Background: an optimization exercise with open tools, aiming at small area, a short achievable clock period and few clock cycles. Do not read the settings as production practice.
Where RTL was checked, it was by simulation tests only, not by an equivalence proof against the original.
No functional check of the RTL was part of runs 2 to 4.
Power and IR drop assume default switching activity.

==> flow/design.v <==
module xcpu (
    input  logic        clk,
    input  logic        rst,         
    input  logic        start,
    output logic        busy,
    output logic        mem_req,
    output logic        mem_we,
    output logic [7:0]  mem_addr,
    output logic [31:0] mem_wdata,
    input  logic        mem_ready,
    input  logic [31:0] mem_rdata,
    output logic        out_valid,
    output logic [31:0] out_data,
    input  logic        out_ready,
    input  logic [3:0]  dbg_sel,
    output logic [31:0] dbg_data,
    output logic [7:0]  flags
);
    localparam int BPC = 2;
    localparam logic [3:0] XP = 4'd8, IP = 4'd9, SP = 4'd10, RP = 4'd11,
                           EXP = 4'd12, EIP = 4'd13;
    localparam logic [4:0] OP_HALT = 5'd0,  OP_INT   = 5'd1,  OP_NOOP = 5'd2,
                           OP_SET  = 5'd3,  OP_LOAD  = 5'd4,  OP_STORE = 5'd5,
                           OP_MOVE = 5'd6,  OP_PUSH  = 5'd7,  OP_POP   = 5'd8,
                           OP_INC  = 5'd9,  OP_DEC   = 5'd10, OP_CSTR  = 5'd11,
                           OP_TEST = 5'd12, OP_JUMP  = 5'd13, OP_JZ    = 5'd14,
                           OP_JNZ  = 5'd15, OP_JE    = 5'd16, OP_JNE   = 5'd17,
                           OP_CALL = 5'd18, OP_RET   = 5'd19, OP_SETTRAP = 5'd20,
                           OP_RAISE = 5'd21, OP_RESUME = 5'd22;
    typedef enum logic [3:0] {
        S_IDLE,    
        S_OPC,     
        S_OP1,     
        S_OP2,     
        S_DMEM,    
        S_EXEC,    
        S_TMP,     
        S_CSTR,    
        S_PSTR,    
        S_SVCW     
    } state_t;
    state_t state;
    logic [7:0][31:0] gr;      
    logic [31:0] xp, ip, sp, rp, expr, eip;
    logic        f_halt, f_exc, f_zero, f_equal, f_greater, f_less, f_invaddr;
    logic [31:0] intid;
    logic [4:0]  op;           
    logic [3:0]  ra;           
    logic [3:0]  rb;           
    logic [7:0]  daddr;        
    logic        dvalid;       
    logic [7:0]  sptr;         
    logic        svalid;       
    logic [31:0] tmp;          
    logic        pend;
    logic [1:0]  pkind;
    localparam logic [1:0] K_MOVE = 2'd0, K_INC = 2'd1, K_DEC = 2'd2, K_TEST = 2'd3;
    function automatic logic valid_addr(input logic [31:0] a);
        valid_addr = (a[31:8] == 24'd0);
    endfunction
    function automatic logic valid_reg(input logic [31:0] k);
        valid_reg = (k[31:4] == 28'd0) && (k[3:0] <= 4'd13);
    endfunction
    logic exec;                
    assign exec = pend && (state == S_OPC || state == S_EXEC);
    logic [3:0]  idx_a;
    logic [31:0] rda;
    always_comb begin
        case (state)
            S_IDLE:        idx_a = dbg_sel;
            S_OPC, S_EXEC: idx_a = (pkind == K_MOVE || pkind == K_TEST) ? rb : ra;
            S_OP1, S_SVCW: idx_a = 4'd0;
            default:       idx_a = ra;
        endcase
    end
    always_comb begin
        case (idx_a)
            4'd8:    rda = xp;
            4'd9:    rda = ip;
            4'd10:   rda = sp;
            4'd11:   rda = rp;
            4'd12:   rda = expr;
            4'd13:   rda = eip;
            4'd14:   rda = intid;
            4'd15:   rda = 32'd0;
            default: rda = gr[idx_a[2:0]];
        endcase
    end
    logic        alu_pass, alu_inv_in, alu_inv_out;
    logic [31:0] alu_inc, alu_res;
    always_comb begin
        if (exec) begin
            alu_pass    = (pkind == K_MOVE);
            alu_inv_in  = (pkind == K_DEC);
            alu_inv_out = (pkind == K_DEC);
        end else begin                          
            alu_pass    = !rda[31];
            alu_inv_in  = 1'b1;
            alu_inv_out = 1'b0;
        end
    end
    assign alu_inc = (rda ^ {32{alu_inv_in}}) + 32'd1;
    assign alu_res = alu_pass ? rda : (alu_inc ^ {32{alu_inv_out}});
    logic xp_valid, sp_valid, sp1_valid;
    assign xp_valid  = valid_addr(xp);
    assign sp_valid  = valid_addr(sp);
    assign sp1_valid = (sp_valid && sp[7:0] != 8'hFF) || (sp == 32'hFFFF_FFFF);
    logic [31:0] xp_inc;
    assign xp_inc = xp + 32'd1;
    logic [4:0] rop;
    logic       rop_known;
    assign rop       = mem_rdata[4:0];
    assign rop_known = (mem_rdata[31:5] == 27'd0) && (rop <= 5'd22);
    logic op_r1;
    assign op_r1 = (op == OP_SET) || (op == OP_LOAD) || (op == OP_STORE) ||
                   (op == OP_MOVE) || (op == OP_TEST) || (op == OP_PUSH) ||
                   (op == OP_POP) || (op == OP_INC) || (op == OP_DEC);
    logic hold;
    assign hold = pend && (pkind != K_TEST) && (ra >= RP) &&
                  (!xp_valid || !rop_known ||
                   (rop == OP_RET) || (rop == OP_RAISE) || (rop == OP_RESUME));
    logic ld_st, d_valid;
    assign ld_st   = (op == OP_LOAD) || (op == OP_STORE);
    assign d_valid = ld_st ? dvalid : (op == OP_POP) ? sp1_valid : sp_valid;
    typedef enum logic [2:0] { P_IDLE, P_CHAR, P_CONV, P_SKIP, P_EMIT } pmode_t;
    pmode_t      pmode;
    logic [31:0] pdata;        
    logic [37:0] pbcd;         
    logic        psign;        
    logic [4:0]  pcnt;
    logic [3:0]  pdig;
    logic p_free;              
    assign p_free = (pmode == P_IDLE) || (pmode == P_CHAR && out_ready) ||
                    (pmode == P_EMIT && !psign && pdig == 4'd0 && out_ready);
    logic [39:0] bcd_step [BPC+1];
    logic [31:0] bin_step [BPC+1];
    always_comb begin
        bcd_step[0] = {2'b00, pbcd};
        bin_step[0] = pdata;
        for (int s = 0; s < BPC; s++) begin
            logic [39:0] adj;
            for (int d = 0; d < 10; d++)
                adj[4*d +: 4] = (bcd_step[s][4*d +: 4] >= 4'd5) ? bcd_step[s][4*d +: 4] + 4'd3
                                                                : bcd_step[s][4*d +: 4];
            {bcd_step[s+1], bin_step[s+1]} = {adj, bin_step[s]} << 1;
        end
    end
    logic [3:0] msd;           
    always_comb begin
        msd = 4'd0;
        for (int d = 1; d < 10; d++)
            if (bcd_step[0][4*d +: 4] != 4'd0) msd = 4'(d);
    end
    logic [3:0] cur_digit;
    assign cur_digit = bcd_step[0][4*pdig +: 4];
    always_comb begin
        out_valid = 1'b0;
        out_data  = pdata;
        if (pmode == P_CHAR) begin
            out_valid = 1'b1;
        end else if (pmode != P_IDLE && psign) begin
            out_valid = 1'b1;
            out_data  = 32'd45;
        end else if (pmode == P_EMIT) begin
            out_valid = 1'b1;
            out_data  = {28'd3, cur_digit};
        end
    end
    always_comb begin
        mem_req   = 1'b0;
        mem_we    = 1'b0;
        mem_addr  = xp[7:0];
        mem_wdata = rda;
        case (state)
            S_OPC, S_OP1, S_OP2, S_CSTR: mem_req = xp_valid;
            S_DMEM: begin
                mem_req  = d_valid;
                mem_we   = (op == OP_STORE) || (op == OP_PUSH);
                mem_addr = ld_st ? daddr : (op == OP_POP) ? sp[7:0] + 8'd1 : sp[7:0];
            end
            S_PSTR: begin
                mem_req  = svalid;
                mem_addr = sptr;
            end
            default: ;
        endcase
    end
    assign busy  = (state != S_IDLE) || (pmode != P_IDLE);
    assign flags = {f_invaddr, 1'b0, f_less, f_greater, f_equal, f_zero, f_exc, f_halt};
    assign dbg_data = rda;
    typedef enum logic [2:0] { X_KEEP, X_INC, X_WB, X_RP, X_EXP, X_EIP, X_ZERO } xsrc_t;
    state_t      nstate;
    logic        gw;               
    logic [31:0] wb;
    xsrc_t       xp_src;
    logic        ip_we;            
    logic        run_init;         
    logic        rp_call;          
    logic        exp_set;          
    logic        eip_ip, eip_xp;   
    logic        set_exc, set_inv, clr_exc, set_halt;
    logic        op_ld, ra_ld, rb_ld, ra_sp, intid_ld;
    logic        pend_set, pend_clr;
    logic [1:0]  pkind_n;
    logic        sptr_ld, sptr_inc;
    logic        pj_int, pj_chr;
    assign wb = exec ? alu_res : mem_rdata;
    always_comb begin
        nstate   = state;
        gw       = 1'b0;
        xp_src   = X_KEEP;
        ip_we    = 1'b0;
        run_init = 1'b0;
        rp_call  = 1'b0;
        exp_set  = 1'b0;
        eip_ip   = 1'b0;
        eip_xp   = 1'b0;
        set_exc  = 1'b0;
        set_inv  = 1'b0;
        clr_exc  = 1'b0;
        set_halt = 1'b0;
        op_ld    = 1'b0;
        ra_ld    = 1'b0;
        rb_ld    = 1'b0;
        ra_sp    = 1'b0;
        intid_ld = 1'b0;
        pend_set = 1'b0;
        pend_clr = exec;
        pkind_n  = pkind;
        sptr_ld  = 1'b0;
        sptr_inc = 1'b0;
        pj_int   = 1'b0;
        pj_chr   = 1'b0;
        if (exec && pkind != K_TEST && ra != IP) gw = 1'b1;
        case (state)
            S_IDLE: begin
                if (start && pmode == P_IDLE) begin
                    run_init = 1'b1;
                    nstate   = S_OPC;
                end
            end
            S_OPC: begin
                if (hold) begin
                end else if (!xp_valid) begin
                    set_inv = 1'b1;
                    set_exc = 1'b1;
                    ip_we   = 1'b1;
                    eip_xp  = 1'b1;
                    xp_src  = X_EXP;
                end else if (mem_ready) begin
                    ip_we  = 1'b1;
                    op_ld  = 1'b1;
                    xp_src = X_INC;
                    if (!rop_known || rop == OP_RAISE) begin
                        set_exc = 1'b1;
                        eip_xp  = 1'b1;
                        xp_src  = X_EXP;
                    end else begin
                        case (rop)
                            OP_HALT: begin
                                set_halt = 1'b1;
                                nstate   = S_IDLE;
                            end
                            OP_NOOP: ;
                            OP_RET:  xp_src = X_RP;
                            OP_RESUME: begin
                                clr_exc = 1'b1;
                                xp_src  = X_EIP;
                            end
                            OP_CSTR: nstate = S_CSTR;
                            default: nstate = S_OP1;
                        endcase
                    end
                end
            end
            S_OP1: begin
                if (!xp_valid) begin
                    set_inv = 1'b1;
                    set_exc = 1'b1;
                end else if (mem_ready) begin
                    if (op_r1 && !valid_reg(mem_rdata)) begin
                        set_exc = 1'b1;
                    end else begin
                        xp_src = X_INC;
                        ra_ld  = 1'b1;
                        nstate = S_OPC;
                        case (op)
                            OP_INT: begin
                                intid_ld = 1'b1;
                                if (mem_rdata == 32'd2) begin
                                    sptr_ld = 1'b1;
                                    nstate  = S_PSTR;
                                end else if (mem_rdata[31:1] == 31'd0) begin
                                    if (p_free) begin
                                        pj_int = !mem_rdata[0];
                                        pj_chr = mem_rdata[0];
                                    end else begin
                                        nstate = S_SVCW;
                                    end
                                end
                            end
                            OP_PUSH, OP_POP: nstate = S_DMEM;
                            OP_INC, OP_DEC: begin
                                pend_set = 1'b1;
                                pkind_n  = (op == OP_INC) ? K_INC : K_DEC;
                                if (mem_rdata[3:0] == XP) nstate = S_EXEC;
                            end
                            OP_JUMP: xp_src = X_WB;
                            OP_JZ:   if (f_zero)   xp_src = X_WB;
                            OP_JNZ:  if (!f_zero)  xp_src = X_WB;
                            OP_JE:   if (f_equal)  xp_src = X_WB;
                            OP_JNE:  if (!f_equal) xp_src = X_WB;
                            OP_CALL: begin
                                rp_call = 1'b1;
                                xp_src  = X_WB;
                            end
                            OP_SETTRAP: exp_set = 1'b1;
                            default: nstate = S_OP2;   
                        endcase
                    end
                end
            end
            S_OP2: begin
                if (!xp_valid) begin
                    set_inv = 1'b1;
                    set_exc = 1'b1;
                end else if (mem_ready) begin
                    if ((op == OP_MOVE || op == OP_TEST) && !valid_reg(mem_rdata)) begin
                        set_exc = 1'b1;
                    end else begin
                        xp_src = X_INC;
                        rb_ld  = 1'b1;
                        nstate = S_OPC;
                        case (op)
                            OP_SET: if (ra != IP) gw = 1'b1;
                            OP_LOAD, OP_STORE: nstate = S_DMEM;
                            OP_MOVE: begin
                                pend_set = 1'b1;
                                pkind_n  = K_MOVE;
                                if (ra == XP) nstate = S_EXEC;
                            end
                            default: begin   
                                pend_set = 1'b1;
                                pkind_n  = K_TEST;
                                if (ra == XP) nstate = S_TMP;
                            end
                        endcase
                    end
                end
            end
            S_TMP: nstate = S_OPC;    
            S_DMEM: begin
                if (!d_valid || mem_ready) begin
                    nstate = S_OPC;
                    if (op == OP_PUSH || op == OP_POP) begin
                        ra_sp   = 1'b1;
                        pkind_n = (op == OP_PUSH) ? K_DEC : K_INC;
                    end
                    if (!d_valid) begin
                        set_inv  = 1'b1;
                        set_exc  = 1'b1;
                        pend_set = (op == OP_POP);
                    end else begin
                        if ((op == OP_LOAD || op == OP_POP) && ra != IP) gw = 1'b1;
                        pend_set = (op == OP_PUSH) || (op == OP_POP && ra != SP);
                    end
                end
            end
            S_EXEC: nstate = S_OPC;
            S_CSTR: begin
                if (!xp_valid) begin
                    set_inv = 1'b1;
                    set_exc = 1'b1;
                end else if (mem_ready) begin
                    xp_src = X_INC;
                    if (mem_rdata == 32'd0) nstate = S_OPC;
                end
            end
            S_PSTR: begin
                if (!svalid) begin
                    set_inv = 1'b1;
                    set_exc = 1'b1;
                end else if (mem_ready && p_free) begin
                    if (mem_rdata == 32'd0) begin
                        nstate = S_OPC;
                    end else begin
                        pj_chr   = 1'b1;
                        sptr_inc = 1'b1;
                    end
                end
            end
            S_SVCW: begin
                if (p_free) begin
                    pj_int = !intid[0];
                    pj_chr = intid[0];
                    nstate = S_OPC;
                end
            end
            default: nstate = S_IDLE;
        endcase
        if (set_exc && state != S_OPC) begin
            eip_ip = 1'b1;
            xp_src = X_EXP;
            nstate = S_OPC;
        end
        if (run_init) xp_src = X_ZERO;
    end
    logic [31:0] wbz;          
    assign wbz = rst ? 32'd0 : wb;
    logic [31:0] xp_d;
    always_comb begin
        case (xp_src)
            X_INC:   xp_d = xp_inc;
            X_RP:    xp_d = rp;
            X_EXP:   xp_d = expr;
            X_EIP:   xp_d = eip;
            X_ZERO:  xp_d = 32'd0;
            default: xp_d = wb;
        endcase
    end
    for (genvar i = 0; i < 8; i++) begin : g_gr
        always_ff @(posedge clk)
            if (rst || (gw && ra == 4'(i))) gr[i] <= wbz;
    end
    always_ff @(posedge clk) begin
        if (rst)                               xp <= 32'd0;
        else if (gw && ra == XP)               xp <= wb;
        else if (xp_src != X_KEEP)             xp <= xp_d;
        if (rst)                               ip <= 32'd0;
        else if (ip_we)                        ip <= xp;
        if (rst)                               sp <= 32'd0;
        else if (gw && ra == SP)               sp <= wb;
        else if (run_init)                     sp <= 32'd255;
        if (rst || run_init)                   rp <= 32'd0;
        else if (gw && ra == RP)               rp <= wb;
        else if (rp_call)                      rp <= xp_inc;
        if (rst)                               expr <= 32'd0;
        else if ((gw && ra == EXP) || exp_set) expr <= wb;
        if (rst)                               eip <= 32'd0;
        else if (eip_ip)                       eip <= ip;
        else if (eip_xp)                       eip <= xp;
        else if (gw && ra == EIP)              eip <= wb;
        if (rst)                               intid <= 32'd0;
        else if (intid_ld)                     intid <= mem_rdata;
    end
    always_ff @(posedge clk) begin
        if (rst) begin
            state     <= S_IDLE;
            f_halt    <= 1'b0;
            f_exc     <= 1'b0;
            f_zero    <= 1'b0;
            f_equal   <= 1'b0;
            f_greater <= 1'b0;
            f_less    <= 1'b0;
            f_invaddr <= 1'b0;
            pend      <= 1'b0;
        end else begin
            state <= nstate;
            if (run_init) f_halt <= 1'b0;
            if (set_halt) f_halt <= 1'b1;
            if (clr_exc)  f_exc  <= 1'b0;
            if (set_exc)  f_exc  <= 1'b1;
            if (set_inv)  f_invaddr <= 1'b1;
            if (exec && pkind == K_TEST) begin
                f_zero    <= (tmp == 32'd0);
                f_equal   <= (tmp == rda);
                f_greater <= ($signed(tmp) > $signed(rda));
                f_less    <= ($signed(tmp) < $signed(rda));
            end
            if (pend_set)      pend <= 1'b1;
            else if (pend_clr) pend <= 1'b0;
        end
    end
    always_ff @(posedge clk) begin
        tmp <= rda;
        if (op_ld) op <= rop;
        if (ra_ld) ra <= mem_rdata[3:0];
        if (ra_sp) ra <= SP;
        if (rb_ld) begin
            rb     <= mem_rdata[3:0];
            daddr  <= mem_rdata[7:0];
            dvalid <= valid_addr(mem_rdata);
        end
        if (pend_set) pkind <= pkind_n;
        if (sptr_ld) begin
            sptr   <= rda[7:0];
            svalid <= valid_addr(rda);
        end
        if (sptr_inc) begin
            sptr <= sptr + 8'd1;
            if (sptr == 8'd255) svalid <= 1'b0;
        end
    end
    always_ff @(posedge clk) begin
        if (rst) begin
            pmode <= P_IDLE;
            psign <= 1'b0;
        end else begin
            case (pmode)
                P_CHAR: if (out_ready) pmode <= P_IDLE;
                P_CONV: begin
                    if (psign && out_ready) psign <= 1'b0;
                    pbcd  <= bcd_step[BPC][37:0];
                    pdata <= bin_step[BPC];
                    pcnt  <= pcnt + 5'd1;
                    if (pcnt == 5'(32 / BPC - 1)) pmode <= P_SKIP;
                end
                P_SKIP: begin
                    if (psign && out_ready) psign <= 1'b0;
                    pdig  <= msd;
                    pmode <= P_EMIT;
                end
                P_EMIT: begin
                    if (psign) begin
                        if (out_ready) psign <= 1'b0;
                    end else if (out_ready) begin
                        if (pdig == 4'd0) pmode <= P_IDLE;
                        else              pdig  <= pdig - 4'd1;
                    end
                end
                default: ;
            endcase
            if (pj_chr) begin
                pmode <= P_CHAR;
                pdata <= (state == S_PSTR) ? mem_rdata : rda;
            end else if (pj_int) begin
                pmode <= P_CONV;
                pdata <= alu_res;
                psign <= rda[31];
                pbcd  <= '0;
                pcnt  <= '0;
            end
        end
    end
endmodule
==> flow/run.sh <==
#!/bin/bash
# synth_recipe.tcl (not shown) runs the flow's synth.tcl, then flattens the netlist and writes it again
# the make line also repeats each setting of config.mk as NAME=value (left out here)
make -C /OpenROAD-flow-scripts/flow DESIGN_CONFIG=/design/flow/config.mk WORK_HOME=/design/flow/orfs CLKGATE_MAP_FILE= SYNTH_SCRIPT=/design/flow/synth_recipe.tcl finish
==> flow/config.mk <==
export PLATFORM = sky130hd
export DESIGN_NAME = xcpu
export DESIGN_NICKNAME = xcpu
export VERILOG_FILES = /design/flow/design.v
export SDC_FILE = /design/flow/constraint.sdc
export NUM_CORES = 4
export LEC_CHECK = 0
export CAP_MARGIN = 30
export CORE_MARGIN = 2
export CORE_UTILIZATION = 35
export PLACE_DENSITY = 0.5
export SLEW_MARGIN = 30
==> flow/constraint.sdc <==
create_clock -name core_clock -period 10.0 [get_ports {clk}]
set_input_delay 2.0000 -clock core_clock [delete_from_list [all_inputs] [get_ports {clk}]]
set_output_delay 2.0000 -clock core_clock [all_outputs]
set_load 0.01 [all_outputs]
==> notes.md, run 1 <==
======================================================================================
Run status                                                    timing/DRC/antenna clean
Mapped Cells                                                                     3,937
Worst slew margin                                                                0.266
Cell internal pwr                                                              7.93 mW
Area share of xor/xnor cells in the synthesized design                          0.0246
Die span in y                                                                   326 um
GR Overflow Total                                                                    0
Post-Route WL                                                               154,000 um
Period utilization                                                               0.807
Main synth FF type                                                        sky130_fd_sc_hd__edfxtp_1
Top library cells by usage in the layout, fill and taps aside             418 x sky130_fd_sc_hd__nand2_1, 359 x sky130_fd_sc_hd__edfxtp_1, 341 x sky130_fd_sc_hd__nor2_1
Instance area after placement                                             0.0394 sq mm
IR drop worst, VDD                                                              244 uV
Maximum fanout along the worst path                                                 25
Layout Skew                                                                  0.0297 ns
Maximum single-stage delay on the critical path                                0.60 ns
Cell family contributing the most delay on the critical path              buffers and inverters
Cell variety after synth                                                           108
FP Rows                                                                            118
Post-Synthesis Mean Instance Area                                           9.24 sq um
Antenna violations before repair                                                     1
Number of synthesis warnings                                                         3
Simple-gate share of the synthesized area                                        0.178
Wire length of the first global-routing pass                                223,000 um
Final worst slack                                                              1.93 ns
Post-synth EDFFs                                                                   359
DRC violation count after routing                                                    0
Compound-Gate Fraction of Synth Area                                             0.223
Max clock buf depth                                                                  3
Power per cell area                                                        376 mW/mm^2
Kind of start point of the critical path                                    input port
Arrival time reported for the critical path endpoint                           6.07 ns
Part of the Yosys area used for sequential elements                              0.449
Placed instance count                                                            5,266
Routed WL per cell                                                             28.6 um
Leakage component of the power                                                 14.8 nW
Pre-CTS worst setup slack                                                      1.76 ns
Seq pwr share                                                                    0.217
Maxcap violations                                                                    0
# resized after CTS                                                                  0
Port Buf Inserts                                                                   155
Final layout net count                                                           4,084
Area delta synth->final                                                          15.4%
Maximum number of pins on one net before global-route repair                       124
Antenna viol nets, final                                                             0
Placed wire-length estimate                                                 106,000 um
Placer Congestion                                                                0.955
Clock share of power                                                             0.183
Root Buffer                                                               sky130_fd_sc_hd__clkbuf_16
Capturing element type of the critical path                                output port
Mux cell area share after synthesis                                             0.0445
Number of primary I/O pins                                                         157
Fraction of synthesis flops using an asynchronous set or reset pin                   0
Largest family of logic cells by synthesized area                         compound AO/OA/AOI/OAI gates
Netlist area before placement                                             0.0364 sq mm
Switching power summed over all nets                                           7.85 mW
CP max stage cell                                                         sky130_fd_sc_hd__clkdlybuf4s50_1
Actual slew at the worst max-slew pin                                          1.09 ns
Fraction of the mapped netlist area in adder cells                              0.0274
X dimension of the die                                                          326 um
Final non-filler cell total                                                      5,406
Initial cell density of the core                                                 0.352
Worst Path Class, Setup                                                         in2out
Portion of total power attributed to combinational logic                         0.599
Worst min-delay path category                                                  reg2reg
Cts-stage hold buffer count                                                          0
Synthesized flop and latch total                                                   636
CTS tree                                                                           yes
Post CTS Setup Buffer Count                                                          0
Cell types occupying the most area after synthesis                        sky130_fd_sc_hd__edfxtp_1 30%, sky130_fd_sc_hd__dfxtp_1 15%, sky130_fd_sc_hd__nand2_1 4.3%, sky130_fd_sc_hd__a21oi_1 4.1%, sky130_fd_sc_hd__nor2_1 3.6%
Minimum clock period after layout                                              8.07 ns
Number of global-route vias before repair                                       30,815
Post-route cell area                                                      0.0420 sq mm
Area leader, netlist                                                      sky130_fd_sc_hd__edfxtp_1
All-Layer GR Usage                                                               0.281
Most common cell after layout, fill and taps aside                        sky130_fd_sc_hd__nand2_1
RSZ-0062 raised after global routing                                             false
Clk latency of the worst-skew pair                                             0.67 ns
Floorplan die area                                                         0.107 sq mm
Top cell type's share of synthesized area                                        0.296
Endpoint required time on the critical path                                    8.00 ns
Total nets after synthesis                                                       4,056
Final total power                                                              15.8 mW
Clock slew at the register clock pins of the worst setup and hold paths        0.06 ns
Detailed-routing iteration count for the pre-antenna-repair pass                     7
Setup TNS                                                                         0 ns
Maximum level of the CTS H-tree                                                      3
DR iter-0 viols                                                                  3,715
CP Cell Sequence                                                          clkdlybuf4s50_1 -> o2bb2ai_2 -> buf_4 -> nor2_4 -> buf_4 -> mux2i_1 -> a32oi_1 -> nand2_1 -> or2_2 -> inv_1 -> clkdlybuf4s50_1
Switching share of power                                                         0.497
Count of final max-slew check failures                                               0
Clock net sink count                                                               636
Vias per inst                                                                     6.10
Buffers and inverters on the worst path                                              5
Core region area                                                           0.103 sq mm
Number of failing setup endpoints in the final timing report                         0
FMAX                                                                         0.124 GHz
Fraction of final layout cells sized beyond drive strength 1                     0.104
Routed vias                                                                     32,995
CTS Buf Count                                                                       76
Final hold vios                                                                      0
======================================================================================
[final cells by class]
type / count / area [sq um]
Antenna cell: 1 / 2.50
Tap cell: 1380 / 1730
Multi-Input combinational cell: 2871 / 18400
Fill cell: 10238 / 61400
Clock inverter: 40 / 448
Inverter: 96 / 363
Clock buffer: 98 / 2110
Sequential cell: 636 / 16300
Timing Repair Buffer: 284 / 2600
[power by group through the flow]
stage               Clock, mW  Combinational (mW)  Sequential [mW]
detailed placement          0                9.16             3.46
global route             3.02                9.89             3.45
finish                   2.89                9.46             3.43
floorplan                   0                5.55             3.32
CTS                      2.92                9.20             3.41
global placement            0                9.18             3.47
[synthesized netlist by cell type, types with 57 or more instances]
library cell / count
sky130_fd_sc_hd__a211oi_1: 131
sky130_fd_sc_hd__a21oi_1: 301
sky130_fd_sc_hd__a22oi_1: 59
sky130_fd_sc_hd__and2_1: 57
sky130_fd_sc_hd__and3_1: 70
sky130_fd_sc_hd__buf_4: 59
sky130_fd_sc_hd__clkbuf_1: 197
sky130_fd_sc_hd__dfxtp_1: 277
sky130_fd_sc_hd__edfxtp_1: 359
sky130_fd_sc_hd__ha_1: 78
sky130_fd_sc_hd__inv_1: 86
sky130_fd_sc_hd__mux2i_1: 111
sky130_fd_sc_hd__nand2_1: 419
sky130_fd_sc_hd__nand3_1: 163
sky130_fd_sc_hd__nor2_1: 348
sky130_fd_sc_hd__nor3_1: 79
sky130_fd_sc_hd__o21ai_0: 218
sky130_fd_sc_hd__xnor2_1: 83
[worst paths after layout]
check	startpoint	cells past startpoint	end	slack [ns]
max	dbg_sel[0]	11	mem_wdata[15]	1.93
min	intid[6]$_SDFFE_PP0P_	2	intid[6]$_SDFFE_PP0P_	0.46
max reg2reg	state[3]$_SDFFE_PP0P_	22	f_greater$_SDFFE_PP0P_	2.53
min reg2reg	intid[6]$_SDFFE_PP0P_	2	intid[6]$_SDFFE_PP0P_	0.46
[worst reg2reg max path, cell delays in order, from the launching register on]
cell                       delay [ns]
sky130_fd_sc_hd__dfxtp_1         0.49
sky130_fd_sc_hd__or3b_2          0.85
sky130_fd_sc_hd__o211ai_4        0.19
sky130_fd_sc_hd__buf_4           0.54
sky130_fd_sc_hd__nand2_4         0.57
sky130_fd_sc_hd__buf_4           0.44
sky130_fd_sc_hd__a311o_1         0.30
sky130_fd_sc_hd__a21oi_1         0.57
sky130_fd_sc_hd__nor2_1          0.29
sky130_fd_sc_hd__ha_1            0.37
sky130_fd_sc_hd__nor2b_1         0.14
sky130_fd_sc_hd__o21a_1          0.16
sky130_fd_sc_hd__o21a_1          0.16
sky130_fd_sc_hd__o21a_1          0.16
sky130_fd_sc_hd__o21a_1          0.16
sky130_fd_sc_hd__o21a_1          0.16
sky130_fd_sc_hd__o21a_1          0.16
sky130_fd_sc_hd__o21ai_0         0.28
sky130_fd_sc_hd__o211ai_1        0.25
sky130_fd_sc_hd__a211oi_1        0.32
sky130_fd_sc_hd__xnor2_1         0.20
sky130_fd_sc_hd__or3b_2          0.50
sky130_fd_sc_hd__a21oi_1         0.14
[state kept, by name, indices dropped and copies added, names as in the netlist, 2 cells and up]
register,flops
pcnt,5
sp,32
ip,32
op,5
xp,32
pkind,2
daddr,8
rp,32
state,4
pdata,32
sptr,8
intid,32
tmp,32
pdig,4
pbcd,38
ra,4
pmode,3
gr,256
eip,32
expr,32
[kinds of logic after synthesis]
kind of cell	after synthesis
AND/OR/NAND/NOR	1361
AO/OA/AOI/OAI	1179
flip-flops	636
buffers and inverters	430
multiplexers	148
XOR/XNOR	102
adder cells (fa/ha/maj)	80
other	1
[per-layer routing]
metal	GRT usage	part of all wire	wire, um
met3	0.0519	0.085	13100
met1	0.383	0.42	65400
met5	0	0	0
met4	0.126	0.047	7240
met2	0.434	0.45	68800
[stage by stage]
step	hold slack [ns]	util
6_report	0.457	0.406
3_3_place_gp	0.445	0.381
3_5_place_dp	0.451	0.381
4_1_cts	0.459	0.406
5_1_grt	0.478	0.406
2_1_floorplan	0.432	-
Testbench counts, summed over its fixed seeds: cycles 37,369.
==> run 2: changes to the inputs <==
--- a/flow/design.v
+++ b/flow/design.v
@@ -41,16 +41,16 @@
     } state_t;
     state_t state;
     logic [7:0][31:0] gr;      
-    logic [31:0] xp, ip, sp, rp, expr, eip;
+    logic [31:0] xp, sp, rp, expr, eip;
+    logic [7:0]  ip;           
     logic        f_halt, f_exc, f_zero, f_equal, f_greater, f_less, f_invaddr;
     logic [31:0] intid;
     logic [4:0]  op;           
     logic [3:0]  ra;           
-    logic [3:0]  rb;           
     logic [7:0]  daddr;        
+    logic [3:0]  rb;
+    assign rb = daddr[3:0];
     logic        dvalid;       
-    logic [7:0]  sptr;         
-    logic        svalid;       
     logic [31:0] tmp;          
     logic        pend;
     logic [1:0]  pkind;
@@ -61,22 +61,19 @@
     function automatic logic valid_reg(input logic [31:0] k);
         valid_reg = (k[31:4] == 28'd0) && (k[3:0] <= 4'd13);
     endfunction
+    logic t_eq, t_lt;          
+    assign t_eq = (tmp == rda);
+    assign t_lt = ($signed(tmp) < $signed(rda));
     logic exec;                
     assign exec = pend && (state == S_OPC || state == S_EXEC);
-    logic [3:0]  idx_a;
+    logic [3:0]  idx_a, ia_q, ia_n;
+    logic        idle;         
     logic [31:0] rda;
-    always_comb begin
-        case (state)
-            S_IDLE:        idx_a = dbg_sel;
-            S_OPC, S_EXEC: idx_a = (pkind == K_MOVE || pkind == K_TEST) ? rb : ra;
-            S_OP1, S_SVCW: idx_a = 4'd0;
-            default:       idx_a = ra;
-        endcase
-    end
+    assign idx_a = idle ? dbg_sel : ia_q;
     always_comb begin
         case (idx_a)
             4'd8:    rda = xp;
-            4'd9:    rda = ip;
+            4'd9:    rda = {24'd0, ip};
             4'd10:   rda = sp;
             4'd11:   rda = rp;
             4'd12:   rda = expr;
@@ -94,7 +91,7 @@
             alu_inv_in  = (pkind == K_DEC);
             alu_inv_out = (pkind == K_DEC);
         end else begin                          
-            alu_pass    = !rda[31];
+            alu_pass    = !rda[31] || ((state == S_OP1) ? mem_rdata[0] : intid[0]);
             alu_inv_in  = 1'b1;
             alu_inv_out = 1'b0;
         end
@@ -110,7 +107,13 @@
     logic [4:0] rop;
     logic       rop_known;
     assign rop       = mem_rdata[4:0];
-    assign rop_known = (mem_rdata[31:5] == 27'd0) && (rop <= 5'd22);
+    logic rd_hi0, rd_reg, rd_zero, rd_two, rd_01;
+    assign rd_hi0    = (mem_rdata[31:8] == 24'd0);
+    assign rop_known = rd_hi0 && (mem_rdata[7:5] == 3'd0) && (rop <= 5'd22);
+    assign rd_reg    = rd_hi0 && (mem_rdata[7:4] == 4'd0) && (mem_rdata[3:0] <= 4'd13);
+    assign rd_zero   = rd_hi0 && (mem_rdata[7:0] == 8'd0);
+    assign rd_two    = rd_hi0 && (mem_rdata[7:0] == 8'd2);
+    assign rd_01     = rd_hi0 && (mem_rdata[7:1] == 7'd0);
     logic op_r1;
     assign op_r1 = (op == OP_SET) || (op == OP_LOAD) || (op == OP_STORE) ||
                    (op == OP_MOVE) || (op == OP_TEST) || (op == OP_PUSH) ||
@@ -124,38 +127,36 @@
     assign d_valid = ld_st ? dvalid : (op == OP_POP) ? sp1_valid : sp_valid;
     typedef enum logic [2:0] { P_IDLE, P_CHAR, P_CONV, P_SKIP, P_EMIT } pmode_t;
     pmode_t      pmode;
-    logic [31:0] pdata;        
-    logic [37:0] pbcd;         
+    logic [39:0] prr;
     logic        psign;        
-    logic [4:0]  pcnt;
+    localparam int CW = $clog2(32 / BPC);
+    logic [CW-1:0] pcnt;
     logic [3:0]  pdig;
     logic p_free;              
     assign p_free = (pmode == P_IDLE) || (pmode == P_CHAR && out_ready) ||
                     (pmode == P_EMIT && !psign && pdig == 4'd0 && out_ready);
-    logic [39:0] bcd_step [BPC+1];
-    logic [31:0] bin_step [BPC+1];
+    logic [39:0] dd_step [BPC+1];
     always_comb begin
-        bcd_step[0] = {2'b00, pbcd};
-        bin_step[0] = pdata;
+        dd_step[0] = prr;
         for (int s = 0; s < BPC; s++) begin
             logic [39:0] adj;
             for (int d = 0; d < 10; d++)
-                adj[4*d +: 4] = (bcd_step[s][4*d +: 4] >= 4'd5) ? bcd_step[s][4*d +: 4] + 4'd3
-                                                                : bcd_step[s][4*d +: 4];
-            {bcd_step[s+1], bin_step[s+1]} = {adj, bin_step[s]} << 1;
+                adj[4*d +: 4] = ((int'(pcnt) * BPC + s >= 4 * d - 4) && dd_step[s][4*d +: 4] >= 4'd5)
+                                ? dd_step[s][4*d +: 4] + 4'd3 : dd_step[s][4*d +: 4];
+            dd_step[s+1] = {adj[38:0], adj[39]};
         end
     end
     logic [3:0] msd;           
     always_comb begin
         msd = 4'd0;
         for (int d = 1; d < 10; d++)
-            if (bcd_step[0][4*d +: 4] != 4'd0) msd = 4'(d);
+            if (prr[4*d +: 4] != 4'd0) msd = 4'(d);
     end
     logic [3:0] cur_digit;
-    assign cur_digit = bcd_step[0][4*pdig +: 4];
+    assign cur_digit = prr[4*pdig +: 4];
     always_comb begin
         out_valid = 1'b0;
-        out_data  = pdata;
+        out_data  = prr[39:8];
         if (pmode == P_CHAR) begin
             out_valid = 1'b1;
         end else if (pmode != P_IDLE && psign) begin
@@ -179,8 +180,8 @@
                 mem_addr = ld_st ? daddr : (op == OP_POP) ? sp[7:0] + 8'd1 : sp[7:0];
             end
             S_PSTR: begin
-                mem_req  = svalid;
-                mem_addr = sptr;
+                mem_req  = dvalid;
+                mem_addr = daddr;
             end
             default: ;
         endcase
@@ -204,7 +205,7 @@
     logic [1:0]  pkind_n;
     logic        sptr_ld, sptr_inc;
     logic        pj_int, pj_chr;
-    assign wb = exec ? alu_res : mem_rdata;
+    assign wb = (exec || (state == S_OP1 && op == OP_INT) || state == S_SVCW) ? alu_res : mem_rdata;
     always_comb begin
         nstate   = state;
         gw       = 1'b0;
@@ -278,7 +279,7 @@
                     set_inv = 1'b1;
                     set_exc = 1'b1;
                 end else if (mem_ready) begin
-                    if (op_r1 && !valid_reg(mem_rdata)) begin
+                    if (op_r1 && !rd_reg) begin
                         set_exc = 1'b1;
                     end else begin
                         xp_src = X_INC;
@@ -287,10 +288,10 @@
                         case (op)
                             OP_INT: begin
                                 intid_ld = 1'b1;
-                                if (mem_rdata == 32'd2) begin
+                                if (rd_two) begin
                                     sptr_ld = 1'b1;
                                     nstate  = S_PSTR;
-                                end else if (mem_rdata[31:1] == 31'd0) begin
+                                end else if (rd_01) begin
                                     if (p_free) begin
                                         pj_int = !mem_rdata[0];
                                         pj_chr = mem_rdata[0];
@@ -325,7 +326,7 @@
                     set_inv = 1'b1;
                     set_exc = 1'b1;
                 end else if (mem_ready) begin
-                    if ((op == OP_MOVE || op == OP_TEST) && !valid_reg(mem_rdata)) begin
+                    if ((op == OP_MOVE || op == OP_TEST) && !rd_reg) begin
                         set_exc = 1'b1;
                     end else begin
                         xp_src = X_INC;
@@ -373,15 +374,15 @@
                     set_exc = 1'b1;
                 end else if (mem_ready) begin
                     xp_src = X_INC;
-                    if (mem_rdata == 32'd0) nstate = S_OPC;
+                    if (rd_zero) nstate = S_OPC;
                 end
             end
             S_PSTR: begin
-                if (!svalid) begin
+                if (!dvalid) begin
                     set_inv = 1'b1;
                     set_exc = 1'b1;
                 end else if (mem_ready && p_free) begin
-                    if (mem_rdata == 32'd0) begin
+                    if (rd_zero) begin
                         nstate = S_OPC;
                     end else begin
                         pj_chr   = 1'b1;
@@ -426,8 +427,8 @@
         if (rst)                               xp <= 32'd0;
         else if (gw && ra == XP)               xp <= wb;
         else if (xp_src != X_KEEP)             xp <= xp_d;
-        if (rst)                               ip <= 32'd0;
-        else if (ip_we)                        ip <= xp;
+        if (rst)                               ip <= 8'd0;
+        else if (ip_we)                        ip <= xp[7:0];
         if (rst)                               sp <= 32'd0;
         else if (gw && ra == SP)               sp <= wb;
         else if (run_init)                     sp <= 32'd255;
@@ -437,7 +438,7 @@
         if (rst)                               expr <= 32'd0;
         else if ((gw && ra == EXP) || exp_set) expr <= wb;
         if (rst)                               eip <= 32'd0;
-        else if (eip_ip)                       eip <= ip;
+        else if (eip_ip)                       eip <= {24'd0, ip};
         else if (eip_xp)                       eip <= xp;
         else if (gw && ra == EIP)              eip <= wb;
         if (rst)                               intid <= 32'd0;
@@ -463,32 +464,45 @@
             if (set_inv)  f_invaddr <= 1'b1;
             if (exec && pkind == K_TEST) begin
                 f_zero    <= (tmp == 32'd0);
-                f_equal   <= (tmp == rda);
-                f_greater <= ($signed(tmp) > $signed(rda));
-                f_less    <= ($signed(tmp) < $signed(rda));
+                f_equal   <= t_eq;
+                f_greater <= !t_lt && !t_eq;
+                f_less    <= t_lt;
             end
             if (pend_set)      pend <= 1'b1;
             else if (pend_clr) pend <= 1'b0;
         end
     end
+    logic [3:0] ra_n, rb_n;
+    logic [1:0] pk_n;
+    always_comb begin
+        ra_n = ra_ld ? mem_rdata[3:0] : ra_sp ? SP : ra;
+        rb_n = rb_ld ? mem_rdata[3:0] : rb;
+        pk_n = pend_set ? pkind_n : pkind;
+        case (nstate)
+            S_OPC, S_EXEC: ia_n = (pk_n == K_MOVE || pk_n == K_TEST) ? rb_n : ra_n;
+            S_OP1, S_SVCW: ia_n = 4'd0;
+            default:       ia_n = ra_n;
+        endcase
+    end
     always_ff @(posedge clk) begin
+        idle <= rst || nstate == S_IDLE;
+        ia_q <= ia_n;
         tmp <= rda;
         if (op_ld) op <= rop;
         if (ra_ld) ra <= mem_rdata[3:0];
         if (ra_sp) ra <= SP;
         if (rb_ld) begin
-            rb     <= mem_rdata[3:0];
             daddr  <= mem_rdata[7:0];
-            dvalid <= valid_addr(mem_rdata);
+            dvalid <= rd_hi0;
         end
         if (pend_set) pkind <= pkind_n;
         if (sptr_ld) begin
-            sptr   <= rda[7:0];
-            svalid <= valid_addr(rda);
+            daddr  <= rda[7:0];
+            dvalid <= valid_addr(rda);
         end
         if (sptr_inc) begin
-            sptr <= sptr + 8'd1;
-            if (sptr == 8'd255) svalid <= 1'b0;
+            daddr <= daddr + 8'd1;
+            if (daddr == 8'd255) dvalid <= 1'b0;
         end
     end
     always_ff @(posedge clk) begin
@@ -500,10 +514,9 @@
                 P_CHAR: if (out_ready) pmode <= P_IDLE;
                 P_CONV: begin
                     if (psign && out_ready) psign <= 1'b0;
-                    pbcd  <= bcd_step[BPC][37:0];
-                    pdata <= bin_step[BPC];
-                    pcnt  <= pcnt + 5'd1;
-                    if (pcnt == 5'(32 / BPC - 1)) pmode <= P_SKIP;
+                    prr   <= dd_step[BPC];
+                    pcnt  <= pcnt + 1'b1;
+                    if (pcnt == CW'(32 / BPC - 1)) pmode <= P_SKIP;
                 end
                 P_SKIP: begin
                     if (psign && out_ready) psign <= 1'b0;
@@ -522,12 +535,11 @@
             endcase
             if (pj_chr) begin
                 pmode <= P_CHAR;
-                pdata <= (state == S_PSTR) ? mem_rdata : rda;
+                prr   <= {wb, 8'd0};
             end else if (pj_int) begin
                 pmode <= P_CONV;
-                pdata <= alu_res;
+                prr   <= {wb, 8'd0};
                 psign <= rda[31];
-                pbcd  <= '0;
                 pcnt  <= '0;
             end
         end
--- a/flow/config.mk
+++ b/flow/config.mk
@@ -9,4 +9,5 @@
 export CORE_MARGIN = 2
 export CORE_UTILIZATION = 35
 export PLACE_DENSITY = 0.5
+export SETUP_SLACK_MARGIN = 3
 export SLEW_MARGIN = 30
==> notes.md, run 2 <==
======================================================================================
Portion of total power attributed to combinational logic                         0.168
FF+latch area                                                             0.0147 sq mm
Kind of start point of the critical path                                    input port
Port Buf Inserts                                                                   155
Worst Path Class, Setup                                                         in2out
FMAX                                                                         0.141 GHz
Vias per inst                                                                     6.42
GR Overflow Total                                                                    0
Core occupancy in the finished layout                                            0.414
CP Cell Sequence                                                          buf_6 -> buf_4 -> and3b_1 -> buf_4 -> o21ai_0 -> nand4_1 -> a21oi_1 -> nor2_4 -> clkdlybuf4s50_1
Cell types occupying the most area after synthesis                        sky130_fd_sc_hd__edfxtp_1 28%, sky130_fd_sc_hd__dfxtp_1 15%, sky130_fd_sc_hd__mux2i_1 3.9%, sky130_fd_sc_hd__nor2_1 3.5%, sky130_fd_sc_hd__nand2_1 3.3%
Main synth FF type                                                        sky130_fd_sc_hd__edfxtp_1
Maximum number of pins on one net before global-route repair                       124
Synthesized flop and latch total                                                   577
Worst slew margin                                                                0.269
Endpoint required time on the critical path                                    8.00 ns
Top post-synthesis cells by count                                         317 x sky130_fd_sc_hd__edfxtp_1, 314 x sky130_fd_sc_hd__nor2_1, 298 x sky130_fd_sc_hd__nand2_1, 260 x sky130_fd_sc_hd__dfxtp_1, 222 x sky130_fd_sc_hd__a21oi_1
Switching share of power                                                         0.298
Antenna viol nets, final                                                             0
Seq pwr share                                                                    0.413
Worst min-delay path category                                                  reg2reg
Max clock buf depth                                                                  3
Clock share of power                                                             0.419
DRC violation count after routing                                                    0
Area of the multi-input gates                                             0.0177 sq mm
Cell with the most instances after synthesis                              sky130_fd_sc_hd__edfxtp_1
Fraction of final layout cells sized beyond drive strength 1                     0.120
Final layout net count                                                           3,766
Number of synthesis warnings                                                         2
Number of failing setup endpoints in the final timing report                         0
Clock net sink count                                                               577
Arrival time reported for the critical path endpoint                           5.11 ns
Maximum level of the CTS H-tree                                                      3
Layout Skew                                                                  0.0388 ns
Count of final max-slew check failures                                               0
Fraction of synthesis flops using an asynchronous set or reset pin                   0
Most Frequent Cell on Critical Path                                       sky130_fd_sc_hd__buf_4
Wire length of the first global-routing pass                                226,000 um
Antenna violations before repair                                                     9
Maxcap violations                                                                    0
Post-synth EDFFs                                                                   317
Total nets after synthesis                                                       3,720
Maximum fanout along the worst path                                                 29
Number of global-route vias before repair                                       29,818
Area leader, netlist                                                      sky130_fd_sc_hd__edfxtp_1
All-Layer GR Usage                                                               0.314
Reg2reg path depth                                                                  14
Mapped Cells                                                                     3,608
WHS Path Cells                                                                       2
Part of the Yosys area used for sequential elements                              0.438
Register ranked first by flip-flop count                                            gr
CTS tree                                                                           yes
Netlist area before placement                                             0.0336 sq mm
Fill count                                                                       9,385
Floorplan die area                                                        0.0986 sq mm
Setup TNS                                                                         0 ns
Final hold vios                                                                      0
Detailed-routing iteration count for the pre-antenna-repair pass                     9
FP Rows                                                                            113
Cts-stage hold buffer count                                                          0
Initial cell density of the core                                                 0.354
Post-Synthesis Mean Instance Area                                           9.32 sq um
Final non-filler cell total                                                      4,977
Switching power summed over all nets                                           1.94 mW
Minimum hold slack                                                            0.476 ns
Flip-flop count of the largest register after layout                               256
Area delta synth->final                                                          17.1%
Cell variety after synth                                                           106
Largest registers ranked by flip-flop count                               gr: 256 flops, prr: 40 flops
Root Buffer                                                               sky130_fd_sc_hd__clkbuf_16
Core region area                                                          0.0952 sq mm
Power per cell area                                                        166 mW/mm^2
Die span in y                                                                   314 um
Routed vias                                                                     31,961
CTS Buf Count                                                                       70
Leakage component of the power                                                 13.6 nW
RSZ-0062 raised after global routing                                              true
Placed wire-length estimate                                                 111,000 um
Actual slew at the worst max-slew pin                                          1.09 ns
Capturing element type of the critical path                                output port
Top library cells by usage in the layout, fill and taps aside             317 x sky130_fd_sc_hd__edfxtp_1, 301 x sky130_fd_sc_hd__nor2_1, 293 x sky130_fd_sc_hd__nand2_1
Placer Congestion                                                                 1.01
X dimension of the die                                                          314 um
Top cell type's share of synthesized area                                        0.283
Routed WL per cell                                                             32.0 um
Cell internal pwr                                                              4.58 mW
Clock slew at the register clock pins of the worst setup and hold paths        0.06 ns
IR drop worst, VDD                                                              122 uV
Minimum clock period after layout                                              7.11 ns
Period utilization                                                               0.711
Placed instance count                                                            4,837
Post-Route WL                                                               159,000 um
Most common cell after layout, fill and taps aside                        sky130_fd_sc_hd__edfxtp_1
Clk latency of the worst-skew pair                                             0.66 ns
Number of primary I/O pins                                                         157
Run status                                                    timing/DRC/antenna clean
DR iter-0 viols                                                                  5,090
CP max stage cell                                                         sky130_fd_sc_hd__o21ai_0
Maximum single-stage delay on the critical path                                0.60 ns
======================================================================================
-- run 2: changes by cell type after synthesis, moves of 21 or more --
cell	change
sky130_fd_sc_hd__a211oi_1	-69
sky130_fd_sc_hd__nand3_1	-59
sky130_fd_sc_hd__a21oi_1	-79
sky130_fd_sc_hd__nand4_1	+21
sky130_fd_sc_hd__xnor2_1	-26
sky130_fd_sc_hd__and3_1	-36
sky130_fd_sc_hd__a222oi_1	+49
sky130_fd_sc_hd__a22oi_1	+26
sky130_fd_sc_hd__edfxtp_1	-42
sky130_fd_sc_hd__nand2_1	-121
sky130_fd_sc_hd__nor2_1	-34
-- run 2: repair_timing --
item / 4_1_cts / 5_1_grt
setup buffers: 9 / 0
cloned: 0 / 0
endpoints found under the setup margin: 315 / 278
gates resized for setup: 56 / 21
pin swaps: 5 / 3
-- run 2: logic make-up after synthesis --
group / after synthesis / synth area share
adder cells (fa/ha/maj): 73 / 0.0270
buffers and inverters: 401 / 0.0541
XOR/XNOR: 82 / 0.0213
flip-flops: 577 / 0.438
AO/OA/AOI/OAI: 1074 / 0.221
multiplexers: 185 / 0.0604
AND/OR/NAND/NOR: 1215 / 0.178
other: 1 / 0.000111
-- run 2: layout make-up --
| type | count | share of cell area |
|---|---|---|
| Antenna cell | 1 | 0.0000635 |
| Clock buffer | 93 | 0.0520 |
| Clock inverter | 36 | 0.0100 |
| Inverter | 86 | 0.00819 |
| Multi-Input combinational cell | 2630 | 0.450 |
| Sequential cell | 577 | 0.374 |
| Tap cell | 1265 | 0.0402 |
| Timing Repair Buffer | 289 | 0.0661 |
-- run 2: routing by layer --
metal	vias up	global-route usage	part of all wire
li1	13753	-	-
met1	15717	0.416	0.40
met2	2036	0.471	0.43
met3	449	0.0776	0.11
met4	6	0.170	0.063
met5	-	0	0.00025
-- run 2: final timing paths --
path	to	start	slack, ns
setup reg to reg	gr[111]$_DFFE_PP_	ia_q[0]$_DFF_P_	3.53
hold / removal	f_less$_SDFFE_PP0P_	f_less$_SDFFE_PP0P_	0.48
hold reg to reg	f_less$_SDFFE_PP0P_	f_less$_SDFFE_PP0P_	0.48
setup / recovery	dbg_data[12]	dbg_sel[0]	2.89
-- run 2: worst max-delay path, delay by kind of cell --
family                 cells  cell delay [ns]
buffers and inverters      4             1.24
AOI/OAI and AO/OA          2             1.18
and+or+nand+nor            3             0.62
-- run 2: stage by stage --
stage	instance area [sq um]	setup slack [ns]	power, mW
after floorplan	33700	2.95	3.29
after global placement	36500	1.78	3.77
after detailed placement	36600	1.64	3.77
after CTS	39300	3.00	6.50
after global routing	39400	2.99	6.69
final	39400	2.89	6.52
-- run 2: power by group through the flow --
| stage | Combinational, mW | Sequential (mW) | Clock [mW] |
|---|---|---|---|
| floorplan | 0.592 | 2.70 | 0 |
| global placement | 1.03 | 2.74 | 0 |
| detailed placement | 1.03 | 2.74 | 0 |
| CTS | 1.05 | 2.69 | 2.75 |
| global route | 1.14 | 2.70 | 2.85 |
| finish | 1.09 | 2.70 | 2.73 |
==> run 3: changes to the inputs <==
--- a/flow/config.mk
+++ b/flow/config.mk
@@ -8,6 +8,6 @@
 export CAP_MARGIN = 30
 export CORE_MARGIN = 2
 export CORE_UTILIZATION = 35
+export CTS_BUF_LIST = sky130_fd_sc_hd__clkbuf_4 sky130_fd_sc_hd__clkbuf_8
 export PLACE_DENSITY = 0.5
-export SETUP_SLACK_MARGIN = 3
 export SLEW_MARGIN = 30
==> notes.md, run 3 <==
======================================================================================
Final hold vios                                                                      0
Main synth FF type                                                        sky130_fd_sc_hd__edfxtp_1
Area leader, netlist                                                      sky130_fd_sc_hd__edfxtp_1
CP max stage cell                                                         sky130_fd_sc_hd__nor4_1
Final total power                                                              6.14 mW
Top library cells by usage in the layout, fill and taps aside             317 x sky130_fd_sc_hd__edfxtp_1, 308 x sky130_fd_sc_hd__nor2_1, 297 x sky130_fd_sc_hd__nand2_1
Top cell type's share of synthesized area                                        0.283
IR drop worst, VDD                                                             90.3 uV
Arrival time reported for the critical path endpoint                           6.13 ns
Clk latency of the worst-skew pair                                             0.79 ns
Setup TNS                                                                         0 ns
CP Cell Sequence                                                          clkdlybuf4s50_1 -> mux2_2 -> buf_4 -> nand2_1 -> o22ai_1 -> nor4_1 -> nor2_1 -> clkdlybuf4s50_1
Detailed-routing iteration count for the pre-antenna-repair pass                    10
Worst slew margin                                                                0.237
Number of failing setup endpoints in the final timing report                         0
Max clock buf depth                                                                  3
Endpoint required time on the critical path                                    8.00 ns
Run status                                                    timing/DRC/antenna clean
Flip-flop count of the largest register after layout                               256
GR Layer Usage met1                                                              0.429
DR iter-0 viols                                                                  4,839
Register ranked first by flip-flop count                                            gr
Buffers and inverters on the worst path                                              3
Global-route layer with the greatest usage                                        met2
X dimension of the die                                                          314 um
FMAX                                                                         0.123 GHz
DRC violation count after routing                                                    0
Synthesized flop and latch total                                                   577
GRT met3 Usage                                                                  0.0677
Placed wire-length estimate                                                 113,000 um
Fraction of final layout cells sized beyond drive strength 1                     0.123
Worst min-delay path category                                                  reg2reg
Total nets after synthesis                                                       3,720
Die span in y                                                                   314 um
Most common cell after layout, fill and taps aside                        sky130_fd_sc_hd__edfxtp_1
Wire length of the first global-routing pass                                227,000 um
Mapped Cells                                                                     3,608
Simple-gate share of the synthesized area                                        0.178
Mux cell area share after synthesis                                             0.0604
Capturing element type of the critical path                                output port
Root Buffer                                                               sky130_fd_sc_hd__clkbuf_8
Routed WL per cell                                                             32.0 um
Period utilization                                                               0.813
Maximum single-stage delay on the critical path                                0.95 ns
Fraction of the mapped netlist area in adder cells                              0.0270
Power per cell area                                                        158 mW/mm^2
Routed vias                                                                     32,338
# resized after CTS                                                                  0
Cell with the most instances after synthesis                              sky130_fd_sc_hd__edfxtp_1
Worst Path Class, Setup                                                         in2out
Post-synth EDFFs                                                                   317
Number of global-route vias before repair                                       30,030
Cell types occupying the most area after synthesis                        sky130_fd_sc_hd__edfxtp_1 28%, sky130_fd_sc_hd__dfxtp_1 15%, sky130_fd_sc_hd__mux2i_1 3.9%, sky130_fd_sc_hd__nor2_1 3.5%, sky130_fd_sc_hd__nand2_1 3.3%
Area delta synth->final                                                          15.3%
Clock net sink count                                                               577
Kind of start point of the critical path                                    input port
Post-Synthesis Mean Instance Area                                           9.32 sq um
RSZ-0062 raised after global routing                                             false
Post-Route WL                                                               161,000 um
Maximum level of the CTS H-tree                                                      3
Vias per inst                                                                     6.43
Placer Congestion                                                                 1.01
Cell family contributing the most delay on the critical path              buffers and inverters
Area share of xor/xnor cells in the synthesized design                          0.0213
Top post-synthesis cells by count                                         317 x sky130_fd_sc_hd__edfxtp_1, 314 x sky130_fd_sc_hd__nor2_1, 298 x sky130_fd_sc_hd__nand2_1, 260 x sky130_fd_sc_hd__dfxtp_1, 222 x sky130_fd_sc_hd__a21oi_1
Antenna viol nets, final                                                             0
Most Frequent Cell on Critical Path                                       sky130_fd_sc_hd__clkdlybuf4s50_1
Count of final max-slew check failures                                               0
Minimum hold slack                                                            0.473 ns
Minimum clock period after layout                                              8.13 ns
Final layout net count                                                           3,792
Number of synthesis warnings                                                         2
Largest family of logic cells by synthesized area                         compound AO/OA/AOI/OAI gates
Layout Skew                                                                  0.0648 ns
CTS tree                                                                           yes
Core region area                                                          0.0952 sq mm
Maximum fanout along the worst path                                                 23
Cell variety after synth                                                           106
Largest registers ranked by flip-flop count                               gr: 256 flops, prr: 40 flops
Leakage component of the power                                                 13.4 nW
Maximum number of pins on one net before global-route repair                        69
FP Rows                                                                            113
Actual slew at the worst max-slew pin                                          1.14 ns
Netlist area before placement                                             0.0336 sq mm
CTS Buf Count                                                                      102
Part of the Yosys area used for sequential elements                              0.438
Met2 Resource Use GR                                                             0.470
Clock slew at the register clock pins of the worst setup and hold paths        0.06 ns
Maxcap violations                                                                    0
GR Overflow Total                                                                    0
Floorplan die area                                                        0.0986 sq mm
All-Layer GR Usage                                                               0.317
Initial cell density of the core                                                 0.354
Cts-stage hold buffer count                                                          0
Fill count                                                                       9,429
Compound-Gate Fraction of Synth Area                                             0.221
Fraction of synthesis flops using an asynchronous set or reset pin                   0
Post CTS Setup Buffer Count                                                          0
Antenna violations before repair                                                     4
Port Buf Inserts                                                                   155
Number of primary I/O pins                                                         157
======================================================================================
==> run 3: logic make-up (layout without fill, tap and decap cells) <==
| family | after synthesis | in the layout |
|---|---|---|
| and+or+nand+nor | 1215 | 1215 |
| AOI/OAI and AO/OA | 1074 | 1074 |
| DFF | 577 | 577 |
| buffers and inverters | 401 | 555 |
| muxes | 185 | 185 |
| xor gates and xnor gates | 82 | 82 |
| adders and majority gates | 73 | 73 |
| other | 1 | 7 |
==> run 3: tightest hold or removal path, delay by kind of cell, from the launching register on <==
family / cells / cell delay (ns)
simple gates: 1 / 0.06
flops: 1 / 0.31
compound gates: 1 / 0.06
==> run 3: path summary, 6_finish.rpt <==
| kind | startpoint | end | slack [ns] | depth (start not counted) |
|---|---|---|---|---|
| setup / recovery | dbg_sel[2] | dbg_data[10] | 1.87 | 8 |
| hold / removal | f_less$_SDFFE_PP0P_ | f_less$_SDFFE_PP0P_ | 0.47 | 2 |
| setup reg to reg | idle$_DFF_P_ | gr[12]$_DFFE_PP_ | 2.75 | 15 |
| hold reg to reg | f_less$_SDFFE_PP0P_ | f_less$_SDFFE_PP0P_ | 0.47 | 2 |
==> run 3: final cells by class <==
| cell class | instances | area, sq um | share of cell area |
|---|---|---|---|
| clock buffers | 153 | 1880 | 0.0485 |
| diodes | 6 | 15.0 | 0.000387 |
| well taps | 1265 | 1580 | 0.0408 |
| inverters | 86 | 323 | 0.00832 |
| flip-flops and latches | 577 | 14700 | 0.380 |
| multi-input cells | 2630 | 17400 | 0.449 |
| repair buffers | 283 | 2560 | 0.0660 |
| clock inverters | 33 | 280 | 0.00723 |
==> run 3: per-layer routing <==
metal,routed length [um],share of wire
met1,66200,0.41
met2,69000,0.43
met3,16100,0.10
met4,9820,0.061
met5,0,0
==> run 3: metrics by stage <==
step                instance area [sq um]  std cells   util  setup WS, ns
global placement                    36400       4836  0.383          1.58
floorplan                           33600       3608      -          2.75
detailed placement                  36600       4840  0.384          1.44
finish                              38800       5033  0.408          1.87
global route                        38800       5028  0.407          1.84
CTS                                 38700       5026  0.407          1.88
==> run 3: report_power, final <==
group / leakage [nW] / switching [mW] / internal (mW)
Sequential: 5.27 / 0.0812 / 2.61
Combinational: 7.00 / 0.733 / 0.343
Clock: 1.15 / 1.08 / 1.28
==> run 4: changes to the inputs <==
--- a/flow/design.v
+++ b/flow/design.v
@@ -16,7 +16,7 @@
     output logic [31:0] dbg_data,
     output logic [7:0]  flags
 );
-    localparam int BPC = 2;
+    localparam int BPC = 4;
     localparam logic [3:0] XP = 4'd8, IP = 4'd9, SP = 4'd10, RP = 4'd11,
                            EXP = 4'd12, EIP = 4'd13;
     localparam logic [4:0] OP_HALT = 5'd0,  OP_INT   = 5'd1,  OP_NOOP = 5'd2,
==> flow/flow/run.sh (new file) <==
#!/bin/bash
# The standard layout (standard.sh), with two changes to how it builds:
# the port buffers are buf_1 cells, and the clock tree uses clkbuf_4/8
# cells without dummy loads.
set -euo pipefail
export BUFFER_PORTS_ARGS="-buffer_cell sky130_fd_sc_hd__buf_1"
export CTS_ARGS="-sink_clustering_enable -repair_clock_nets -buf_list {sky130_fd_sc_hd__clkbuf_4 sky130_fd_sc_hd__clkbuf_8} -dont_use_dummy_load"
bash standard.sh > make_flow.log 2>&1
==> flow/standard.sh (new file) <==
#!/bin/bash
# synth_recipe.tcl (not shown) runs the flow's synth.tcl, then flattens the netlist and writes it again
# the make line also repeats each setting of config.mk as NAME=value (left out here)
make -C /OpenROAD-flow-scripts/flow DESIGN_CONFIG=/design/flow/config.mk WORK_HOME=/design/flow/orfs CLKGATE_MAP_FILE= SYNTH_SCRIPT=/design/flow/synth_recipe.tcl "${@:-finish}"
--- a/flow/config.mk
+++ b/flow/config.mk
@@ -8,6 +8,6 @@
 export CAP_MARGIN = 30
 export CORE_MARGIN = 2
 export CORE_UTILIZATION = 35
-export CTS_BUF_LIST = sky130_fd_sc_hd__clkbuf_4 sky130_fd_sc_hd__clkbuf_8
 export PLACE_DENSITY = 0.5
+export SETUP_SLACK_MARGIN = 4
 export SLEW_MARGIN = 30
removed: flow/run.sh
==> notes.md, run 4 <==
======================================================================================
Final non-filler cell total                                                      5,154
DR iter-0 viols                                                                  4,255
Minimum hold slack                                                            0.467 ns
CTS Buf Count                                                                      107
Global-route layer with the greatest usage                                        met2
Maxcap violations                                                                    0
Maximum fanout along the worst path                                                 13
Top post-synthesis cells by count                                         381 x sky130_fd_sc_hd__nand2_1, 316 x sky130_fd_sc_hd__edfxtp_1, 260 x sky130_fd_sc_hd__dfxtp_1, 252 x sky130_fd_sc_hd__nor2_1, 232 x sky130_fd_sc_hd__a21oi_1
FF+latch area                                                             0.0147 sq mm
Actual slew at the worst max-slew pin                                          1.09 ns
Initial cell density of the core                                                 0.353
Maximum number of pins on one net before global-route repair                        60
Arrival time reported for the critical path endpoint                           4.10 ns
Maximum level of the CTS H-tree                                                      3
Cell with the most instances after synthesis                              sky130_fd_sc_hd__nand2_1
Cell types occupying the most area after synthesis                        sky130_fd_sc_hd__edfxtp_1 28%, sky130_fd_sc_hd__dfxtp_1 15%, sky130_fd_sc_hd__nand2_1 4.2%, sky130_fd_sc_hd__ha_1 3.9%, sky130_fd_sc_hd__mux2i_1 3.9%
Antenna viol nets, final                                                             0
Worst slew margin                                                                0.269
Period utilization                                                               0.610
Count of final max-slew check failures                                               0
Largest registers ranked by flip-flop count                               gr: 256 flops, prr: 40 flops
Root Buffer                                                               sky130_fd_sc_hd__clkbuf_8
Number of synthesis warnings                                                         2
IR drop worst, VDD                                                             97.8 uV
Fill count                                                                       9,634
Top cell type's share of synthesized area                                        0.277
RSZ-0062 raised after global routing                                              true
Floorplan die area                                                         0.100 sq mm
Core region area                                                          0.0969 sq mm
Total nets after synthesis                                                       3,810
Clock net sink count                                                               576
Fraction of synthesis flops using an asynchronous set or reset pin                   0
Cts-stage hold buffer count                                                          0
Wire length of the first global-routing pass                                214,000 um
Mapped Cells                                                                     3,661
Power per cell area                                                        148 mW/mm^2
Max clock buf depth                                                                  3
Placed instance count                                                            4,913
Capturing element type of the critical path                                output port
Placed wire-length estimate                                                 101,000 um
Area delta synth->final                                                          16.8%
Routed WL per cell                                                             29.3 um
Worst min-delay path category                                                  reg2reg
FP Rows                                                                            114
Minimum clock period after layout                                              6.10 ns
Top library cells by usage in the layout, fill and taps aside             373 x sky130_fd_sc_hd__nand2_1, 316 x sky130_fd_sc_hd__edfxtp_1, 259 x sky130_fd_sc_hd__dfxtp_1
Vias per inst                                                                     6.25
Flip-flop count of the largest register after layout                               256
Endpoint required time on the critical path                                    8.00 ns
DRC violation count after routing                                                    0
GR Layer Usage met1                                                              0.406
Antenna violations before repair                                                    10
Run status                                                    timing/DRC/antenna clean
Register ranked first by flip-flop count                                            gr
Final hold vios                                                                      0
X dimension of the die                                                          317 um
Fraction of final layout cells sized beyond drive strength 1                     0.162
Number of primary I/O pins                                                         157
Leakage component of the power                                                 14.2 nW
Post-synth EDFFs                                                                   316
Part of the Yosys area used for sequential elements                              0.429
Area leader, netlist                                                      sky130_fd_sc_hd__edfxtp_1
Met2 Resource Use GR                                                             0.428
Number of failing setup endpoints in the final timing report                         0
FMAX                                                                         0.164 GHz
Post-Route WL                                                               151,000 um
Port Buf Inserts                                                                   155
Layout Skew                                                                   0.163 ns
CTS tree                                                                           yes
Final layout net count                                                           4,022
Detailed-routing iteration count for the pre-antenna-repair pass                    10
Post-Synthesis Mean Instance Area                                           9.35 sq um
Die span in y                                                                   317 um
Routed vias                                                                     32,200
GRT met3 Usage                                                                  0.0714
GR Overflow Total                                                                    0
Cell variety after synth                                                           102
Clock slew at the register clock pins of the worst setup and hold paths        0.05 ns
Synthesized flop and latch total                                                   576
Setup TNS                                                                         0 ns
Kind of start point of the critical path                                    input port
Main synth FF type                                                        sky130_fd_sc_hd__edfxtp_1
Netlist area before placement                                             0.0342 sq mm
All-Layer GR Usage                                                               0.291
Worst Path Class, Setup                                                         in2out
Area of the multi-input gates                                             0.0191 sq mm
Most common cell after layout, fill and taps aside                        sky130_fd_sc_hd__nand2_1
Number of global-route vias before repair                                       29,499
Clk latency of the worst-skew pair                                             0.80 ns
Placer Congestion                                                                0.955
======================================================================================
-- run 4: changes by cell type after synthesis, sizes merged, moves of 19 or more --
| cell | change |
|---|---|
| inv | +33 |
| nand2b | +20 |
| nor3 | -23 |
| ha | +37 |
| a211oi | -19 |
| nor2 | -62 |
| o21ai | -36 |
| buf | -23 |
| nand2 | +82 |
-- run 4: per-stage QoR --
step / setup WS [ns] / util / area (sq um) / power (mW)
after floorplan: 3.55 / - / 34400 / 3.43
after global placement: 1.60 / 0.374 / 36200 / 3.85
after CTS: 3.89 / 0.404 / 39100 / 5.83
final: 3.90 / 0.413 / 40000 / 5.91
after detailed placement: 1.73 / 0.374 / 36200 / 3.85
after global routing: 3.94 / 0.412 / 39900 / 6.10
-- run 4: cells by family (layout without fill, tap and decap cells) --
logic type	Yosys count	in the layout	share of synthesized area
mux	180	182	0.0573
other cells	1	8	0.000110
compound gates	1102	1103	0.225
xor+xnor	104	104	0.0266
fa+ha+maj	111	111	0.0404
flops	576	576	0.429
simple gates	1189	1194	0.170
buf+inv	398	600	0.0508
-- run 4: where the power goes --
part	internal, mW	total [mW]	switching [mW]	leakage [nW]
combinational	0.451	1.32	0.867	8.21
clock	0.932	1.89	0.955	0.769
sequential	2.63	2.70	0.0721	5.20
-- run 4: metal layers --
layer | routed length (um) | part of all wire | vias to the layer above
li1 | - | - | 14218
met1 | 63200 | 0.42 | 15705
met2 | 63700 | 0.42 | 1932
met3 | 16900 | 0.11 | 343
met4 | 7090 | 0.047 | 2
met5 | 10 | 0.000066 | -
-- run 4: layout make-up --
class	count	area share
timing repair buffer	372	0.0653
multi-input combinational	2695	0.477
tap	1276	0.0400
sequential	576	0.368
inverter	121	0.0125
antenna	7	0.000438
clock buffer	107	0.0369
-- run 4: worst max-delay path, cell delays in order --
cell	delay, ns
sky130_fd_sc_hd__buf_12	0.12
sky130_fd_sc_hd__nand3b_1	0.19
sky130_fd_sc_hd__buf_4	0.18
sky130_fd_sc_hd__nand2_4	0.08
sky130_fd_sc_hd__buf_12	0.15
sky130_fd_sc_hd__a222oi_1	0.66
sky130_fd_sc_hd__a2bb2oi_2	0.30
sky130_fd_sc_hd__and2_4	0.26
sky130_fd_sc_hd__buf_1	0.13
-- run 4: final timing paths --
kind,from,endpoint,slack (ns),cells after the start
worst min-delay path,intid[18]$_SDFFE_PP0P_,intid[18]$_SDFFE_PP0P_,0.47,2
worst min register to register,intid[18]$_SDFFE_PP0P_,intid[18]$_SDFFE_PP0P_,0.47,2
worst max-delay path,dbg_sel[1],mem_wdata[13],3.90,9
worst max register to register,prr[20]$_DFFE_PP_,prr[30]$_DFFE_PP_,4.35,25
-- run 4: what timing repair did --
action | in CTS | in global routing
gates resized for setup | 160 | 93
gates cloned | 10 | 2
endpoints found under the hold margin | 0 | 0
setup endpoints to repair | 521 | 258
pin swaps | 20 | 25
buffers inserted | 69 | 46

## re-timing with driven ports
In the flow no input, the clock included, has a driving cell. The finished layouts below were timed again as built, in two steps.
Step 1, drivers: a clkbuf_16 drives clk and a buf_2 each remaining input, both assumed.
Step 2 also shifts input and output timing later by t, the mid clock arrival at the registers, as if the neighbouring blocks saw the same clock.
Slacks: ideal / step 1 / step 2; pairs: ideal / step 1.
| run | t (ns) | slack for setup (ns) | worst setup path after step 2 | worst data-port slew with drivers (ns) | pins driven straight from the clock port |
|---|---|---|---|---|---|
| run 1 | 0.726 | 1.927 / 1.892 / 1.550 | input to register | 0.07 | 1 |
| run 2 | 0.701 | 2.889 / 2.847 / 2.313 | input to register | 0.08 | 1 |
| run 3 | 0.828 | 1.869 / 1.828 / 1.075 | input to register | 0.06 | 1 |
| run 4 | 0.779 | 3.904 / 3.762 / 3.263 | input to register | 0.15 | 1 |
After both steps setup and hold are still met in every run listed. The setup slack of run 3, which loses most, moves by -0.041 ns with the drivers and by -0.794 ns with both steps.
